From an optimization exercise on the open Yosys and OpenROAD flow, aimed at small area and few clock cycles; shortcuts taken in it are not production practice. Function was checked by simulation only, so behaviour that the tests miss may differ from the original. No activity file was given, so power comes from the tool's default toggle rates.

--- flow/design.v ---
module tap_rom (
    input  wire [3:0] from_state,
    input  wire [3:0] to_state,
    output reg        tms_bit,      
    output wire [3:0] next_state    
);
    always @(*) begin
        case ({from_state, to_state})
            8'h00: tms_bit = 1'b1;
            8'h10, 8'h12, 8'h13, 8'h14, 8'h15, 8'h16, 8'h17, 8'h18, 8'h19, 8'h1A, 8'h1B, 8'h1C, 8'h1D, 8'h1E, 8'h1F: tms_bit = 1'b1;
            8'h20, 8'h21, 8'h29, 8'h2A, 8'h2B, 8'h2C, 8'h2D, 8'h2E, 8'h2F: tms_bit = 1'b1;
            8'h30, 8'h31, 8'h32, 8'h33, 8'h35, 8'h36, 8'h37, 8'h38, 8'h39, 8'h3A, 8'h3B, 8'h3C, 8'h3D, 8'h3E, 8'h3F: tms_bit = 1'b1;
            8'h40, 8'h41, 8'h42, 8'h43, 8'h45, 8'h46, 8'h47, 8'h48, 8'h49, 8'h4A, 8'h4B, 8'h4C, 8'h4D, 8'h4E, 8'h4F: tms_bit = 1'b1;
            8'h50, 8'h51, 8'h52, 8'h53, 8'h58, 8'h59, 8'h5A, 8'h5B, 8'h5C, 8'h5D, 8'h5E, 8'h5F: tms_bit = 1'b1;
            8'h60, 8'h61, 8'h62, 8'h63, 8'h64, 8'h65, 8'h67, 8'h68, 8'h69, 8'h6A, 8'h6B, 8'h6C, 8'h6D, 8'h6E, 8'h6F: tms_bit = 1'b1;
            8'h70, 8'h71, 8'h72, 8'h73, 8'h78, 8'h79, 8'h7A, 8'h7B, 8'h7C, 8'h7D, 8'h7E, 8'h7F: tms_bit = 1'b1;
            8'h80, 8'h82, 8'h83, 8'h84, 8'h85, 8'h86, 8'h87, 8'h88, 8'h89, 8'h8A, 8'h8B, 8'h8C, 8'h8D, 8'h8E, 8'h8F: tms_bit = 1'b1;
            8'h90, 8'h91, 8'h92, 8'h93, 8'h94, 8'h95, 8'h96, 8'h97, 8'h98, 8'h99: tms_bit = 1'b1;
            8'hA0, 8'hA1, 8'hA2, 8'hA3, 8'hA4, 8'hA5, 8'hA6, 8'hA7, 8'hA8, 8'hA9, 8'hAA, 8'hAC, 8'hAD, 8'hAE, 8'hAF: tms_bit = 1'b1;
            8'hB0, 8'hB1, 8'hB2, 8'hB3, 8'hB4, 8'hB5, 8'hB6, 8'hB7, 8'hB8, 8'hB9, 8'hBA, 8'hBC, 8'hBD, 8'hBE, 8'hBF: tms_bit = 1'b1;
            8'hC0, 8'hC1, 8'hC2, 8'hC3, 8'hC4, 8'hC5, 8'hC6, 8'hC7, 8'hC8, 8'hC9, 8'hCA, 8'hCF: tms_bit = 1'b1;
            8'hD0, 8'hD1, 8'hD2, 8'hD3, 8'hD4, 8'hD5, 8'hD6, 8'hD7, 8'hD8, 8'hD9, 8'hDA, 8'hDB, 8'hDC, 8'hDE, 8'hDF: tms_bit = 1'b1;
            8'hE0, 8'hE1, 8'hE2, 8'hE3, 8'hE4, 8'hE5, 8'hE6, 8'hE7, 8'hE8, 8'hE9, 8'hEA, 8'hEF: tms_bit = 1'b1;
            8'hF0, 8'hF2, 8'hF3, 8'hF4, 8'hF5, 8'hF6, 8'hF7, 8'hF8, 8'hF9, 8'hFA, 8'hFB, 8'hFC, 8'hFD, 8'hFE, 8'hFF: tms_bit = 1'b1;
            default: tms_bit = 1'b0;
        endcase
    end
    tap_next u_next (.state(from_state), .tms(tms_bit), .next_state(next_state));
endmodule
module tap_next (
    input  wire [3:0] state,
    input  wire       tms,
    output reg  [3:0] next_state
);
    always @(*) begin
        case ({state, tms})
            5'h00: next_state = 4'd1;
            5'h01: next_state = 4'd0;
            5'h02: next_state = 4'd1;
            5'h03: next_state = 4'd2;
            5'h04: next_state = 4'd3;
            5'h05: next_state = 4'd9;
            5'h06: next_state = 4'd4;
            5'h07: next_state = 4'd5;
            5'h08: next_state = 4'd4;
            5'h09: next_state = 4'd5;
            5'h0A: next_state = 4'd6;
            5'h0B: next_state = 4'd8;
            5'h0C: next_state = 4'd6;
            5'h0D: next_state = 4'd7;
            5'h0E: next_state = 4'd4;
            5'h0F: next_state = 4'd8;
            5'h10: next_state = 4'd1;
            5'h11: next_state = 4'd2;
            5'h12: next_state = 4'd10;
            5'h13: next_state = 4'd0;
            5'h14: next_state = 4'd11;
            5'h15: next_state = 4'd12;
            5'h16: next_state = 4'd11;
            5'h17: next_state = 4'd12;
            5'h18: next_state = 4'd13;
            5'h19: next_state = 4'd15;
            5'h1A: next_state = 4'd13;
            5'h1B: next_state = 4'd14;
            5'h1C: next_state = 4'd11;
            5'h1D: next_state = 4'd15;
            5'h1E: next_state = 4'd1;
            5'h1F: next_state = 4'd2;
            default: next_state = 4'd0;
        endcase
    end
endmodule
module akjtag_core (
    input  wire        clk,
    input  wire        rst,           
    input  wire        start,
    output wire        busy,
    output wire [2:0]  halt_cause,
    output reg  [7:0]  req_pos,
    output reg  [5:0]  resp_pos,
    output wire        req_rd,
    output wire [6:0]  req_addr,
    input  wire [31:0] req_rdata,
    output wire        resp_we,
    output wire [4:0]  resp_addr,
    output wire [31:0] resp_wdata,
    output reg         tck,
    output reg         tms,
    output reg         tdi,
    output wire        ntrst,
    input  wire        tdo
);
    localparam [31:0] FIRMWARE_VERSION = 32'h414B_0007;
    localparam [2:0] H_NONE     = 3'd0;
    localparam [2:0] H_END      = 3'd2;
    localparam [2:0] H_FAILURE  = 3'd3;
    localparam [2:0] H_REQ_OOB  = 3'd4;
    localparam [2:0] H_RESP_OOB = 3'd5;
    localparam [2:0] H_STATE_ID = 3'd6;
    localparam [2:0] H_LENGTH   = 3'd7;
    localparam [3:0] TLR = 4'd0;
    localparam [3:0] RTI = 4'd1;
    localparam [3:0] SDR = 4'd4;
    localparam [3:0] SIR = 4'd11;
    localparam [2:0] F_STOP  = 3'd0;    
    localparam [2:0] F_ISSUE = 3'd1;    
    localparam [2:0] F_OP    = 3'd2;    
    localparam [2:0] F_ARG   = 3'd3;    
    localparam [2:0] F_ARGG  = 3'd7;    
    localparam [2:0] F_LEN   = 3'd4;    
    localparam [2:0] F_END   = 3'd5;    
    localparam [2:0] F_PEND  = 3'd6;    
    localparam [2:0] B_IDLE  = 3'd0;
    localparam [2:0] B_MOVE  = 3'd1;    
    localparam [2:0] B_RST   = 3'd2;    
    localparam [2:0] B_RUNF  = 3'd3;    
    localparam [2:0] B_MVSH  = 3'd4;    
    localparam [2:0] B_SHIFT = 3'd5;    
    localparam [2:0] B_RUN   = 3'd6;    
    localparam [2:0] B_BRW   = 3'd7;    
    reg  [2:0]  fst;
    reg  [3:0]  flg;
    wire [2:0]  hc       = flg[2:0];
    reg  [3:0]  def_end;
    reg  [4:0]  ir_m1, dr_m1;  
    reg         ir_bad, dr_bad;
    reg  [2:0]  bst;
    reg  [3:0]  cur, endst;
    reg  [4:0]  len_m1;
    reg  [4:0]  cnt;
    reg  [31:0] sr;            
    assign busy       = (fst != F_STOP) || (bst != B_IDLE);
    assign halt_cause = busy ? 3'd1 : hc;
    assign ntrst      = 1'b1;
    wire [31:0] w        = req_rdata;
    wire [7:0]  op       = w[7:0];
    wire        w_sbad   = |w[31:4];
    wire        w_lok    = ~|w[31:6] & (w[5] ? ~|w[4:0] : |w[4:0]);
    wire [4:0]  w_m1     = w[4:0] - 5'd1;
    wire        op_scan  = op[7] & ~|op[3:1];
    wire        op_simp  = ~|op[7:3] & (op[2] | op[1]);
    wire        s_i      = flg[2];
    wire        s_w      = flg[1];
    wire        s_e      = flg[0];
    wire        g_bad    = s_i ? ir_bad : dr_bad;
    wire [3:0]  sh_st    = s_i ? SIR : SDR;
    wire        b_free   = ~bst[2];
    wire [3:0]  cur_tgt  = (bst == B_MOVE) ? cnt[3:0] : (bst == B_MVSH) ? sh_st : RTI;
    wire        mv_done  = (cur == cur_tgt);
    wire        sh_done  = (cnt == len_m1);
    wire        rs_done  = cnt[2];
    wire        hz       = ~|sr[31:5];
    wire        rw_oob   = ~s_w & resp_pos[5];
    wire        b_end    = (bst == B_IDLE) ||
                           (tck && ((((bst == B_MOVE) || (bst == B_RUNF)) && mv_done) ||
                                    ((bst == B_RST) && rs_done)));
    reg         want_rd;
    reg         stop_now;
    reg  [2:0]  stop_code;
    reg         ping_we;
    always @(*) begin
        want_rd   = 1'b0;
        stop_now  = 1'b0;
        stop_code = H_END;
        ping_we   = 1'b0;
        case (fst)
            F_ISSUE: want_rd = b_free;
            F_OP: begin
                if (op == 8'h00) begin
                    stop_now = 1'b1;
                end else if (op == 8'h01) begin
                    if (resp_pos[5]) begin
                        stop_now  = 1'b1;
                        stop_code = H_RESP_OOB;
                    end else begin
                        ping_we = 1'b1;
                        want_rd = 1'b1;
                    end
                end else if (op_simp || op_scan) begin
                    want_rd = 1'b1;
                end else begin
                    stop_now  = 1'b1;
                    stop_code = H_FAILURE;
                end
            end
            F_ARGG: begin
                want_rd = s_e;
                if (g_bad) begin
                    stop_now  = 1'b1;
                    stop_code = H_LENGTH;
                end
            end
            F_ARG: begin
                if (flg[3]) begin
                    want_rd = 1'b1;    
                end else begin
                    case (flg[2:0])
                        3'd3, 3'd4: if (w_sbad) begin
                            stop_now  = 1'b1;
                            stop_code = H_STATE_ID;
                        end else begin
                            want_rd = ~flg[2];
                        end
                        3'd5:       want_rd = ~|w;
                        3'd6, 3'd7: want_rd = 1'b1;
                        default:    ;
                    endcase
                end
            end
            F_LEN: begin
                want_rd = s_e;
                if (!w_lok) begin
                    stop_now  = 1'b1;
                    stop_code = H_LENGTH;
                end
            end
            F_END: begin
                if (w_sbad) begin
                    stop_now  = 1'b1;
                    stop_code = H_STATE_ID;
                end
            end
            default: ;
        endcase
        if (want_rd && req_pos[7]) begin
            want_rd   = 1'b0;
            stop_now  = 1'b1;
            stop_code = H_REQ_OOB;
        end
    end
    wire        sh_we    = (bst == B_SHIFT) && tck && sh_done && !rw_oob && !s_w;
    assign req_rd     = want_rd;
    assign req_addr   = req_pos[6:0];
    assign resp_we    = ping_we | sh_we;
    assign resp_addr  = resp_pos[4:0];
    assign resp_wdata = (fst == F_OP) ? FIRMWARE_VERSION : sr;
    wire        prod_now = ((fst == F_ARGG) && !s_e && !g_bad) ||
                           ((fst == F_LEN) && !s_e && w_lok) ||
                           ((fst == F_END) && !w_sbad) ||
                           ((fst == F_ARG) && (flg == 4'd2));
    wire        take     = ((fst == F_PEND) || prod_now) && b_end;
    wire        k_scan   = flg[3];
    wire        k_move   = ~flg[3] & flg[2] & ~flg[0];    
    wire        k_rst    = ~flg[3] & ~flg[2];             
    reg  [3:0]  walk_to;
    wire        nb_tms;
    wire [3:0]  nx_state;
    always @(*) begin
        if (take)
            walk_to = k_scan ? sh_st : k_move ? endst : RTI;
        else if (bst == B_SHIFT)
            walk_to = endst;
        else
            walk_to = cur_tgt;
    end
    tap_rom u_rom (
        .from_state (cur),
        .to_state   (walk_to),
        .tms_bit    (nb_tms),
        .next_state ()
    );
    tap_next u_next (.state(cur), .tms(tms), .next_state(nx_state));
    wire        brw      = (bst == B_BRW);
    wire [4:0]  m        = len_m1 | {5{brw}};
    wire        bw_eff   = len_m1[0] | (cnt == 5'd4);     
    wire        ins      = brw ? (sr[0] ^ bw_eff) : tdo;
    reg  [31:0] sr_shift;
    integer j;
    always @(*) begin
        for (j = 0; j < 32; j = j + 1) begin
            if (j[4:0] == m)
                sr_shift[j] = ins;
            else if (j[4:0] < m)
                sr_shift[j] = (j < 31) ? sr[(j + 1) % 32] : 1'b0;
            else
                sr_shift[j] = 1'b0;
        end
    end
    always @(posedge clk) begin
        if (!busy && start && !hc[2]) begin
            req_pos  <= 8'd0;
            resp_pos <= 6'd0;
            fst      <= F_ISSUE;
        end
        if (want_rd)
            req_pos <= req_pos + 8'd1;
        if (ping_we)
            resp_pos <= resp_pos + 6'd1;
        case (fst)
            F_ISSUE: if (want_rd) fst <= F_OP;
            F_OP: begin
                flg <= {op_scan, op[5], op[4], op[0]};
                if (!op_scan)
                    flg[2:0] <= op[2:0];
                fst <= (op_scan && op[6]) ? F_ARGG : (op_scan || op_simp) ? F_ARG : F_OP;
            end
            F_ARGG: begin
                sr     <= w;
                len_m1 <= s_i ? ir_m1 : dr_m1;
                endst  <= def_end;
                fst    <= s_e ? F_END : F_PEND;
            end
            F_ARG: begin
                if (flg[3]) begin
                    sr  <= w;
                    fst <= F_LEN;
                end else begin
                    case (flg[2:0])
                        3'd2: fst <= F_PEND;
                        3'd3: begin def_end <= w[3:0]; fst <= F_OP; end
                        3'd4: begin endst <= w[3:0]; fst <= F_PEND; end
                        3'd5: begin
                            sr  <= w;
                            fst <= (|w) ? F_PEND : F_OP;
                        end
                        3'd6: begin ir_m1 <= w_m1; ir_bad <= ~w_lok; fst <= F_OP; end
                        default: begin dr_m1 <= w_m1; dr_bad <= ~w_lok; fst <= F_OP; end
                    endcase
                end
            end
            F_LEN: begin
                len_m1 <= w_m1;
                endst  <= def_end;
                fst    <= s_e ? F_END : F_PEND;
            end
            F_END: begin
                endst <= w[3:0];
                fst   <= F_PEND;
            end
            default: ;
        endcase
        if (take)
            fst <= F_ISSUE;
        if (stop_now) begin
            fst      <= F_STOP;
            flg[2:0] <= stop_code;
        end
        if (brw) begin
            sr  <= sr_shift;
            len_m1[0] <= bw_eff & ~sr[0];
            cnt <= cnt + 5'd1;
            if (cnt == 5'd30) begin
                tms <= nb_tms;
                bst <= B_RUN;
            end
        end else if (bst != B_IDLE && !tck) begin
            tck <= 1'b1;
            if (bst != B_RST)
                cur <= nx_state;
            if (bst == B_SHIFT)
                sr <= sr_shift;
        end else begin
            tck <= 1'b0;
            if (b_end) begin
                if (take) begin
                    if (k_scan) begin
                        bst <= B_MVSH;
                        tms <= nb_tms;
                    end else if (k_rst) begin
                        cnt <= 5'd0;
                        bst <= B_RST;
                        tms <= 1'b1;
                    end else if (k_move) begin
                        cnt <= {1'b0, endst};
                        bst <= B_MOVE;
                        tms <= nb_tms;
                    end else begin
                        cnt <= ~sr[4:0];
                        if (sr[4:0] == 5'd0) begin
                            len_m1[0] <= 1'b0;
                            bst <= B_BRW;
                        end else begin
                            tms <= nb_tms;
                            bst <= (sr[4:0] == 5'd1 && hz) ? B_RUNF : B_RUN;
                        end
                    end
                end else begin
                    bst <= B_IDLE;
                end
            end else begin
                case (bst)
                    B_MVSH: begin
                        tms <= nb_tms;
                        if (mv_done) begin
                            bst <= B_SHIFT;
                            cnt <= 5'd0;
                            tms <= 1'b0;
                            tdi <= sr[0];
                        end
                    end
                    B_SHIFT: begin
                        if (sh_done) begin
                            if (rw_oob) begin
                                flg[2:0] <= H_RESP_OOB;
                                fst      <= F_STOP;
                                bst <= B_IDLE;
                            end else begin
                                if (!s_w)
                                    resp_pos <= resp_pos + 6'd1;
                                cnt <= {1'b0, endst};
                                tms <= nb_tms;
                                bst <= B_MOVE;
                            end
                        end else begin
                            cnt <= cnt + 5'd1;
                            tdi <= sr[0];
                        end
                    end
                    B_RUN: begin
                        tms <= nb_tms;
                        if (mv_done) begin
                            if (cnt == 5'd30) begin
                                tms <= tms;
                                cnt <= 5'd31;
                                len_m1[0] <= 1'b0;
                                bst <= B_BRW;
                            end else begin
                                cnt <= cnt + 5'd1;
                                if (cnt == 5'd29 && hz)
                                    bst <= B_RUNF;
                            end
                        end
                    end
                    B_RST: cnt <= cnt + 5'd1;
                    default: tms <= nb_tms;    
                endcase
            end
        end
        if (rst) begin
            flg      <= {1'b0, H_NONE};
            req_pos  <= 8'd0;
            resp_pos <= 6'd0;
            fst      <= F_STOP;
            bst      <= B_IDLE;
            cur      <= TLR;
            def_end  <= RTI;
            ir_bad   <= 1'b1;
            dr_bad   <= 1'b1;
            tck      <= 1'b0;
            tms      <= 1'b1;
            tdi      <= 1'b0;
        end
    end
endmodule
--- flow/flow/abc_area.script ---
strash
&get -n
&deepsyn -T 30
&dch -f
&nf -a -R 1000 -p
&put
topo
--- flow/standard.sh ---
#!/bin/bash
# synth_recipe.tcl (not shown) runs the flow's synth.tcl, then flattens the netlist and writes it again
# the make line also repeats each setting of config.mk as NAME=value (left out here)
make -C /OpenROAD-flow-scripts/flow DESIGN_CONFIG=/design/flow/config.mk WORK_HOME=/design/flow/orfs CLKGATE_MAP_FILE= SYNTH_SCRIPT=/design/flow/synth_recipe.tcl "${@:-finish}"
--- flow/config.mk ---
export PLATFORM = sky130hd
export DESIGN_NAME = akjtag_core
export DESIGN_NICKNAME = akjtag_core
export VERILOG_FILES = /design/flow/design.v
export SDC_FILE = /design/flow/constraint.sdc
export NUM_CORES = 4
export LEC_CHECK = 0
export ABC_AREA = 1
export CAP_MARGIN = 0
export CORE_MARGIN = 2
export CORE_UTILIZATION = 65
export CTS_BUF_LIST = sky130_fd_sc_hd__clkbuf_4 sky130_fd_sc_hd__clkbuf_8
export GPL_ROUTABILITY_DRIVEN = 0
export GPL_TIMING_DRIVEN = 0
export SLEW_MARGIN = 0
--- flow/flow/run.sh ---
#!/bin/bash
# Layout: the standard flow (standard.sh) with these changes.
#  - Synthesis runs the same script (synth_recipe.tcl), but ABC maps the
#    combinational logic with an area-oriented script (flow/abc_area.script).
#    Flip-flops are mapped before ABC runs, so the registers are the standard
#    synthesis's (same names, count and cells).
#  - buffer_ports gives every input and output port a sky130_fd_sc_hd__buf_1.
#  - clock tree synthesis inserts no dummy loads.
# Each tool's full output is in orfs/logs/; make's output is in standard.log.
set -uo pipefail
HERE=$(pwd)
export MY_ABC_SCRIPT=$HERE/flow/abc_area.script
export FLOW_SYNTH_TCL=$HERE/synth_recipe.tcl
bash standard.sh finish SYNTH_SCRIPT=$HERE/flow/synth_area.tcl \
  "BUFFER_PORTS_ARGS=-buffer_cell sky130_fd_sc_hd__buf_1" \
  "CTS_ARGS=-sink_clustering_enable -repair_clock_nets -dont_use_dummy_load -buf_list {sky130_fd_sc_hd__clkbuf_4 sky130_fd_sc_hd__clkbuf_8} -sink_clustering_size 25" \
  > standard.log 2>&1
--- flow/flow/synth_area.tcl ---
# The standard flow's synthesis script (synth_recipe.tcl) with ABC's script for the
# combinational logic replaced by flow/abc_area.script.
proc abc {args} {
  set i [lsearch -exact $args -script]
  if {$i >= 0} {
    lset args [expr {$i + 1}] $::env(MY_ABC_SCRIPT)
  }
  yosys abc {*}$args
}
source $::env(FLOW_SYNTH_TCL)
--- flow/constraint.sdc ---
create_clock -name core_clock -period 10.0 [get_ports {clk}]
set_input_delay 2.0000 -clock core_clock [delete_from_list [all_inputs] [get_ports {clk}]]
set_output_delay 2.0000 -clock core_clock [all_outputs]
set_load 0.01 [all_outputs]
==> flow_summary.toml, run 1 <==
[outcome]
outcome = "finished clean"

[die]
io_pins = 104
fp.dieW_um = 98.0
coreArea_um2 = 8640
die_h_um = 98.0
dieArea_um2 = 9610
rows = 34
initial_utilization = 0.665

[critical_path]
reg2reg_from = "flg[2]$_SDFF_PP0_"
arrival_ps = 4850
path_max_fanout = 9
r2r_cells = 16
crit_path_start = "req_rdata[0]"
critPathKind = "primary input to output pin"
critPathCapture = "req_rd"
critPathRequiredTime_ps = 8000
rrSetupSlack_ps = 5410
r2r_end = "tms$_SDFFE_PP1P_"
cp-start-kind = "primary input"
endpoint_kind = "output pin"

[detailed_routing]
drt-total-wl_mm = 17.5
vias = 6329
via_per_inst = 6.71
drc = 0
dr.pass1.iters = 6
drt_first_iter_violations = 599
ant_nets = 0
wire_per_inst_um = 18.5

[finish]
nets = 889
multiInputGateArea_um2 = 3490
fin_cells = 943
diodes = 0
register_area_um2 = 2090
area_growth_syn_to_layout_pct = 12.3
drive_above_1_share = 0.0335
num-fill-cells = 708

[flow_run]
maxCapViolations = 0

[logic_synthesis]
synth.most_common_cell = "nand2_1"
ys_ff_latch = 93
syn_area_per_cell_um2 = 7.97
ys_types = 54
syn-cell-area_um2 = 5750
synth_edf_count = 23
synth.area.top_cells = "dfxtp_1, edfxtp_1, nand2_1"
synth_top_area_frac = 0.244
synthFlopType = "dfxtp_1"
yosysWarnings = 3
ys_seq_area_frac = 0.364
ys_async_sr_fraction = 0
synth_top_area_cell = "dfxtp_1"
synth_fp_nets = 773
syn_inst = 721
synth_common_cells = "nand2_1, nor2_1, dfxtp_1, o21ai_0, a21oi_1"

[cts]
post_cts_buffers = 0
ctsResizeCount = 0
clk_pin_slew_ps = 80
clkLatencyLatePin_ps = 360
clk_path_buf_depth = 2
cts_root_buf = "clkbuf_8"
cts_hold_buf = 0
h-tree-depth = 3
cts_made_buffers = 9
cts_tree = "done"
cts_sinks = 93

[placed_design]
place_hpwl_mm = 13.1
io_buffer_count = 102
dp.cells = 934

[timing]
rsz0062_at_grt = "no"
slew_headroom = 0.337
worst_pin_slew_ps = 993
max_freq_mhz = 146
setup_tns_ps = 0
finalSetupViolations = 0
maxSlewViolCount = 0
fin_worst_skew_ps = 28.5
hold_viol_final = 0
period_needed_ps = 6850
layout_worst_path_cycle_share = 0.685

[grt]
track_usage = 0.358
antenna_found_initial = 0
grt_max_degree = 29
grt-ovfl-total = 0
grt_pass1_vias = 5842
grt_pass1_wl_mm = 28.2

[power_and_ir_drop]
powerDensity_nw_per_um2 = 188
pwr-share-seq = 0.469
p_comb_frac = 0.364
pwr-share-clk = 0.167
leakagePower_uw = 0.00229
peakVddDrop_uv = 107
swShare = 0.406
switching_power_uw = 493
power.internal_uw = 722

[min_path]
hold_path_class = "flop to flop"
[worst max-delay path: stages]
cell and delay [ps]:
buf_1 270, clkinv_1 290, ha_1 320, or4b_1 570
o21ai_0 330, a221oi_1 90, o21ai_0 170, nor2b_1 590
buf_1 220
[sequential cells by signal, indices dropped and copies added (netlist names)]
register,cells
sr,32
req_pos,8
tck,1
cnt,5
bst,3
ir_bad,1
tms,1
resp_pos,6
fst,3
endst,4
dr_bad,1
def_end,4
len_m1,5
dr_m1,5
tdi,1
cur,4
flg,4
ir_m1,5
[how the worst min path moves through the flow]
| stage | from | to | slack [ps] | depth (start not counted) |
|---|---|---|---|---|
| after floorplan | dr_bad$_SDFFE_PP1P_ | dr_bad$_SDFFE_PP1P_ | 430 | 2 |
| after detailed placement | tdi$_SDFFE_PP0P_ | tdi$_SDFFE_PP0P_ | 440 | 2 |
| after CTS | tdi$_SDFFE_PP0P_ | tdi$_SDFFE_PP0P_ | 450 | 2 |
| after global routing | tdi$_SDFFE_PP0P_ | tdi$_SDFFE_PP0P_ | 470 | 2 |
| after global placement | tdi$_SDFFE_PP0P_ | tdi$_SDFFE_PP0P_ | 430 | 2 |
| final | tdi$_SDFFE_PP0P_ | tdi$_SDFFE_PP0P_ | 460 | 2 |
[logic make-up after synthesis]
logic type               synth area share
XOR/XNOR                           0.0229
adder cells (fa/ha/maj)            0.0348
AND/OR/NAND/NOR                     0.291
other                            0.000653
flip-flops                          0.364
AO/OA/AOI/OAI                       0.241
buffers and inverters              0.0294
multiplexers                       0.0165
[area by class of cell]
class                      count  area share
multi-input combinational    596       0.541
sequential                    93       0.324
timing repair buffer         105      0.0683
tap                          108      0.0209
clock buffer                   9      0.0192
buffer                        13      0.0151
inverter                      19      0.0111
[stage by stage]
step           area, µm²   util  hold slack [ps]  total power [µW]  setup WS [ps]
2_1_floorplan       5750      -              431               843           4180
3_3_place_gp        6260  0.725              434               986           3260
3_5_place_dp        6330  0.733              439              1010           3240
4_1_cts             6450  0.747              453              1200           3210
5_1_grt             6450  0.747              473              1290           2960
6_report            6450  0.747              457              1210           3150
[routing by layer]
metal	wire (µm)	share of wire	vias to the layer above	GRT usage
met5	0	0	-	0
met4	755	0.043	0	0.160
met3	1780	0.10	82	0.0673
met2	8370	0.48	441	0.609
met1	6580	0.38	2887	0.441
li1	-	-	2919	-
[power by group through the flow]
stage               Clock, µW  Combinational, µW  Sequential (µW)
finish                    203                442              570
global route              217                491              577
CTS                       202                439              562
detailed placement          0                436              570
global placement            0                418              568
floorplan                   0                311              532
[cell usage in the layout (no fill, tap or decap), drive strengths merged, types with 19 or more instances in the layout]
master	Yosys	final
and2	34	34
a21oi	51	51
nand2	85	85
a22oi	23	23
nor2	75	75
clkinv	19	19
nor3	49	49
edfxtp	23	23
o21ai	59	59
buf	13	118
dfxtp	70	70
nand3	25	25
Testbench counts, summed over its fixed seeds: cycles 114,576.
==> inputs of run 2 (changes only) <==
==> flow/flow/abc_area.script (replaced) <==
strash
&get -n
&deepsyn -T 30
&dch -f
&nf -a -R 1000 -p -F 20 -A 20
&put
topo
--- a/flow/config.mk
+++ b/flow/config.mk
@@ -9,7 +9,5 @@
 export CAP_MARGIN = 0
 export CORE_MARGIN = 2
-export CORE_UTILIZATION = 65
+export CORE_UTILIZATION = 55
 export CTS_BUF_LIST = sky130_fd_sc_hd__clkbuf_4 sky130_fd_sc_hd__clkbuf_8
-export GPL_ROUTABILITY_DRIVEN = 0
-export GPL_TIMING_DRIVEN = 0
 export SLEW_MARGIN = 0
==> flow_summary.toml, run 2 <==
[die]
fp.dieW_um = 106
die_h_um = 106
initial_utilization = 0.560
dieArea_um2 = 11300
io_pins = 104
rows = 37
coreArea_um2 = 10200

[timing]
setup_tns_ps = 0
setup_ws_ps = 3610
layout_worst_path_cycle_share = 0.639
maxSlewViolCount = 0
period_needed_ps = 6390
rsz0062_at_grt = "no"
hold_viol_final = 0
fin_worst_skew_ps = 23.7
worst_pin_slew_ps = 983
max_freq_mhz = 156
slew_headroom = 0.339
finalSetupViolations = 0

[logic_synthesis]
synth_common_cells = "nor2_1, nand2_1, dfxtp_1, o21ai_0, a21oi_1"
ys_seq_area_frac = 0.365
syn_inst = 717
synth.most_common_cell = "nor2_1"
ys_async_sr_fraction = 0
ys_ff_latch = 93
synth_top_area_frac = 0.245
synth_edf_count = 23
yosysWarnings = 3
ys_types = 54
synth_top_area_cell = "dfxtp_1"
synth_fp_nets = 769
syn-cell-area_um2 = 5730
syn_area_per_cell_um2 = 7.99
synthFlopType = "dfxtp_1"
synth.area.top_cells = "dfxtp_1, edfxtp_1, o21ai_0"

[cts]
cts_made_buffers = 9
clk_path_buf_depth = 2
clk_pin_slew_ps = 70
cts_root_buf = "clkbuf_8"
cts_sinks = 93
cts_hold_buf = 0
ctsResizeCount = 0
post_cts_buffers = 0
cts_tree = "done"
h-tree-depth = 3
clkLatencyLatePin_ps = 370

[detailed_routing]
vias = 6257
via_per_inst = 6.53
dr.pass1.iters = 8
drt-total-wl_mm = 17.4
drt_first_iter_violations = 686
ant_nets = 0
drc = 0
wire_per_inst_um = 18.2

[finish]
area_growth_syn_to_layout_pct = 11.0
fin_cells = 958
nets = 876
final_cell_mix = "buf_1, nor2_1, nand2_1, dfxtp_1, o21ai_0"
layout_commonest_cell = "buf_1"
diodes = 0
drive_above_1_share = 0.0207
regMostFlops = "sr"
final_util = 0.622
largest_registers = "sr (32), req_pos (8), resp_pos (6)"
largest_reg_flops = 32

[power_and_ir_drop]
peakVddDrop_uv = 106
powerDensity_nw_per_um2 = 189
leakagePower_uw = 0.00218
finalPower_uw = 1200

[critical_path]
critPathRequiredTime_ps = 8000
crit_chain = "buf_1 > nor4_1 > nand3_1 > nor2_1 > nand2_1 > o21ai_0 > a21oi_1 > o31ai_1 > nor2b_1 > buf_1"
r2r_cells = 19
cp-start-kind = "primary input"
reg2reg_from = "bst[1]$_SDFFE_PP0P_"
path_max_fanout = 10
critPathKind = "primary input to output pin"
arrival_ps = 4390
cp_slowest_stage_delay_ps = 550
crit_path_start = "req_rdata[28]"
worst_path_most_repeated_cell = "buf_1"
cp_slowest_cell = "nor2b_1"
endpoint_kind = "output pin"

[grt]
antenna_found_initial = 0
grt_pass1_wl_mm = 28.4
grt_pass1_vias = 5633
grt_max_degree = 34
grt-ovfl-total = 0
track_usage = 0.312

[placed_design]
dp_worst_setup_slack_ps = 3650
io_buffer_count = 102
dp.cells = 949
place_hpwl_mm = 12.8
gp_congestion = 0.913

[flow_run]
maxCapViolations = 0

[min_path]
hold_start = "tdi$_SDFFE_PP0P_"
hold_path_depth = 2
hold_path_class = "flop to flop"

[outcome]
outcome = "finished clean"
==> run 2: changes by cell type after synthesis, moves of 5 or more <==
cell     delta
nand2_1    -13
o31ai_1     +5
nor2_1      +5
nand4_1     +5
nor3_1      -9
a21oi_1     +5
o21ai_0     +8
and2_0      -7
==> run 2: per-layer routing <==
| metal | share of wire | GRT usage | vias up | routed length (µm) |
|---|---|---|---|---|
| li1 | - | - | 2910 | - |
| met1 | 0.43 | 0.453 | 2904 | 7490 |
| met2 | 0.44 | 0.474 | 400 | 7630 |
| met3 | 0.11 | 0.0509 | 43 | 1920 |
| met4 | 0.020 | 0.0977 | 0 | 350 |
| met5 | 0 | 0 | - | 0 |
==> run 2: cells by family after synthesis <==
kind of cell	count (synthesis)	share of synthesized area
flops	93	0.365
fa+ha+maj	16	0.0349
other cells	1	0.000654
xor+xnor	12	0.0183
compound gates	231	0.260
buf+inv	36	0.0321
mux	8	0.0166
simple gates	320	0.272
==> run 2: area by class of cell <==
type	instances	area, µm²
Tap cell	136	170
Timing Repair Buffer	109	435
Fill cell	941	3870
Multi-Input combinational cell	588	3460
Clock buffer	9	124
Sequential cell	93	2090
Inverter	23	86.3
==> run 2: stage by stage <==
stage	hold slack (ps)	instance area, µm²
5_1_grt	478	6360
3_5_place_dp	449	6240
6_report	455	6360
4_1_cts	460	6360
2_1_floorplan	430	5730
3_3_place_gp	436	6240
==> run 2: path summary, 6_finish.rpt <==
path	to	slack [ps]
worst min register to register	tdi$_SDFFE_PP0P_	460
worst max register to register	tms$_SDFFE_PP1P_	5580
worst max-delay path	req_rd	3610
worst min-delay path	tdi$_SDFFE_PP0P_	460
==> run 2: power by group <==
part | leakage, µW | switching, µW | total (µW) | internal [µW]
Sequential | 0.000777 | 101 | 554 | 453
Combinational | 0.00134 | 272 | 449 | 177
Clock | 0.0000647 | 120 | 201 | 81.0
Total | 0.00218 | 493 | 1200 | 711
==> run 2: worst max-delay path: cells and delay by family <==
kind / cells / cell delay, ps
compound gates: 3 / 650
buf+inv: 2 / 300
simple gates: 5 / 1440
==> inputs of run 3 (changes only) <==
==> flow/flow/abc_area.script (replaced) <==
strash
&get -n
&deepsyn -T 30
&dch -f
&nf -a -R 1000 -p
&put
strash
&get -n
&deepsyn -T 30
&dch -f
&nf -a -R 1000 -p
&put
topo
==> flow_summary.toml, run 3 <==
[logic_synthesis]
synth_xor_area_frac = 0.0183
ys_seq_area_frac = 0.365
syn-cell-area_um2 = 5740
synth_edf_count = 23
synth-simple-area-share = 0.278
synth_compound_area_frac = 0.248
synth_fa_ha_area_frac = 0.0349
syn_area_per_cell_um2 = 8.12
synth.area.top_cells = "dfxtp_1, edfxtp_1, o21ai_0"
synth_top_family_by_area = "simple AND/OR/NAND/NOR gates"
ys_types = 56
synthFlopType = "dfxtp_1"
ys_async_sr_fraction = 0
synthMuxAreaShare = 0.0201
synth_common_cells = "dfxtp_1, nand2_1, nor2_1, o21ai_0, a21oi_1"
synth_top_area_frac = 0.244
synth_top_area_cell = "dfxtp_1"
syn_inst = 706
synth.most_common_cell = "dfxtp_1"
yosysWarnings = 3
ys_ff_latch = 93
synth_fp_nets = 758

[cts]
ctsResizeCount = 0
clk_path_buf_depth = 2
clkLatencyLatePin_ps = 370
clk_pin_slew_ps = 90
cts_tree = "done"
cts_root_buf = "clkbuf_8"
h-tree-depth = 3
post_cts_buffers = 0
cts_hold_buf = 0
cts_made_buffers = 9
cts_sinks = 93

[grt]
grt_max_degree = 38
grt_pass1_wl_mm = 27.6
antenna_found_initial = 0
grt_pass1_vias = 5500
track_usage = 0.305
grt-ovfl-total = 0

[timing]
period_needed_ps = 6470
hold_viol_final = 0
worst_pin_slew_ps = 942
rsz0062_at_grt = "no"
maxSlewViolCount = 0
fin_worst_skew_ps = 21.7
slew_headroom = 0.356
setup_tns_ps = 0
max_freq_mhz = 155
finalSetupViolations = 0
layout_worst_path_cycle_share = 0.647

[critical_path]
cp-start-kind = "primary input"
endpoint_kind = "output pin"
rrSetupSlack_ps = 4960
critPathRequiredTime_ps = 8000
r2r_end = "tms$_SDFFE_PP1P_"
r2r_cells = 17
reg2reg_from = "flg[2]$_SDFF_PP0_"
path_max_fanout = 9
arrival_ps = 4470
critPathKind = "primary input to output pin"

[placed_design]
place_hpwl_mm = 12.8
gp_congestion = 0.949
io_buffer_count = 102

[detailed_routing]
wl_met2_mm = 7.71
wire_per_inst_um = 18.2
dr.max_layer_used = "met4"
drt-total-wl_mm = 17.3
drc = 0
dr_wl_met3_mm = 1.56
dr.pass1.iters = 5
ant_nets = 0
vias = 6086
drt_first_iter_violations = 613
via_per_inst = 6.43
wl_met1_mm = 7.71

[power_and_ir_drop]
leakagePower_uw = 0.00219
powerDensity_nw_per_um2 = 218
peakVddDrop_uv = 104

[die]
dieArea_um2 = 11300
io_pins = 104
rows = 37
initial_utilization = 0.561
coreArea_um2 = 10200
fp.dieW_um = 106
die_h_um = 106

[finish]
drive_above_1_share = 0.0210
largest_reg_flops = 32
layout_commonest_cell = "buf_1"
area_growth_syn_to_layout_pct = 11.0
diodes = 0
final_cell_mix = "buf_1, dfxtp_1, nand2_1, nor2_1, o21ai_0"
largest_registers = "sr (32), req_pos (8), resp_pos (6)"
nets = 865
final_util = 0.622
regMostFlops = "sr"

[min_path]
hold_path_depth = 2
hold_start = "def_end[0]$_SDFFE_PP1P_"
hold_end = "def_end[0]$_SDFFE_PP1P_"
hold_path_class = "flop to flop"

[flow_run]
maxCapViolations = 0

[outcome]
outcome = "finished clean"
run 3: metal layers:
layer | vias up | GRT usage
met5 | - | 0
met4 | 0 | 0.0855
met3 | 35 | 0.0429
met2 | 332 | 0.475
met1 | 2833 | 0.444
li1 | 2886 | -
run 3: logic make-up after synthesis:
logic type | after synthesis
other | 1
buffers and inverters | 40
multiplexers | 10
flip-flops | 93
AO/OA/AOI/OAI | 222
adder cells (fa/ha/maj) | 16
AND/OR/NAND/NOR | 312
XOR/XNOR | 12
run 3: how the worst max path moves through the flow:
stage / startpoint / to
2_1_floorplan: req_rdata[6] / req_rd
3_3_place_gp: req_rdata[28] / req_rd
3_5_place_dp: req_rdata[24] / req_rd
4_1_cts: req_rdata[24] / req_rd
5_1_grt: req_rdata[20] / req_rd
6_report: req_rdata[24] / req_rd
run 3: critical path: stages:
cell       delay, ps
buf_1             90
nor4_1           320
nand3_1          200
nor2_1           260
nand2_1          140
a2111oi_0        310
a311oi_1         110
a21oi_1          200
a211o_1          130
nor2b_1          490
buf_1            210
run 3: final cells by class:
| class | count | area, µm² |
|---|---|---|
| Clock buffer | 9 | 124 |
| Fill cell | 961 | 3860 |
| Inverter | 27 | 101 |
| Multi-Input combinational cell | 573 | 3440 |
| Sequential cell | 93 | 2090 |
| Tap cell | 136 | 170 |
| Timing Repair Buffer | 109 | 435 |
run 3: per-stage QoR:
stage | setup slack [ps] | hold WS, ps | std cells | power (µW) | area, µm²
floorplan | 4360 | 430 | 706 | 980 | 5740
global placement | 3660 | 444 | 938 | 1170 | 6240
detailed placement | 3580 | 453 | 938 | 1190 | 6240
CTS | 3580 | 468 | 947 | 1380 | 6370
global route | 3270 | 482 | 947 | 1490 | 6370
finish | 3530 | 468 | 947 | 1390 | 6370
run 3: power by group:
group / switching (µW) / leakage [µW] / total (µW) / internal [µW]
Clock: 121 / 0.0000647 / 202 / 80.9
Sequential: 123 / 0.000777 / 587 / 463
Combinational: 361 / 0.00135 / 602 / 241

-- re-timing with driven ports --
The results above use ideal ports. As a check the final layouts listed here were re-extracted and re-timed, cells and wires unchanged.
Step 1 sets driving cells, clkbuf_16 on the clock port and buf_2 on the other inputs (assumed; they add their load-dependent delay and slew).
Step 2 adds t to the input delays and takes it off the output delays; t is the mean of the earliest and latest rising clock arrival at the registers after step 1. Input paths then give back, and output paths get back, about the clock's delay inside the block.
a / b / c = ideal / step 1 / step 2; a / b = the first two.
| run | shift t [ns] | slack for setup (ns) | worst data-port slew with drivers (ns) |
|---|---|---|---|
| run 1 | 0.385 | 3.154 / 3.130 / 3.130 | 0.04 |
| run 2 | 0.389 | 3.609 / 3.584 / 3.584 | 0.04 |
| run 3 | 0.392 | 3.534 / 3.514 / 3.514 | 0.03 |
After both steps setup and hold are still met in every run listed. For run 2, which loses most, drivers alone change the setup slack by -0.025 ns; drivers and shift together by -0.025 ns.
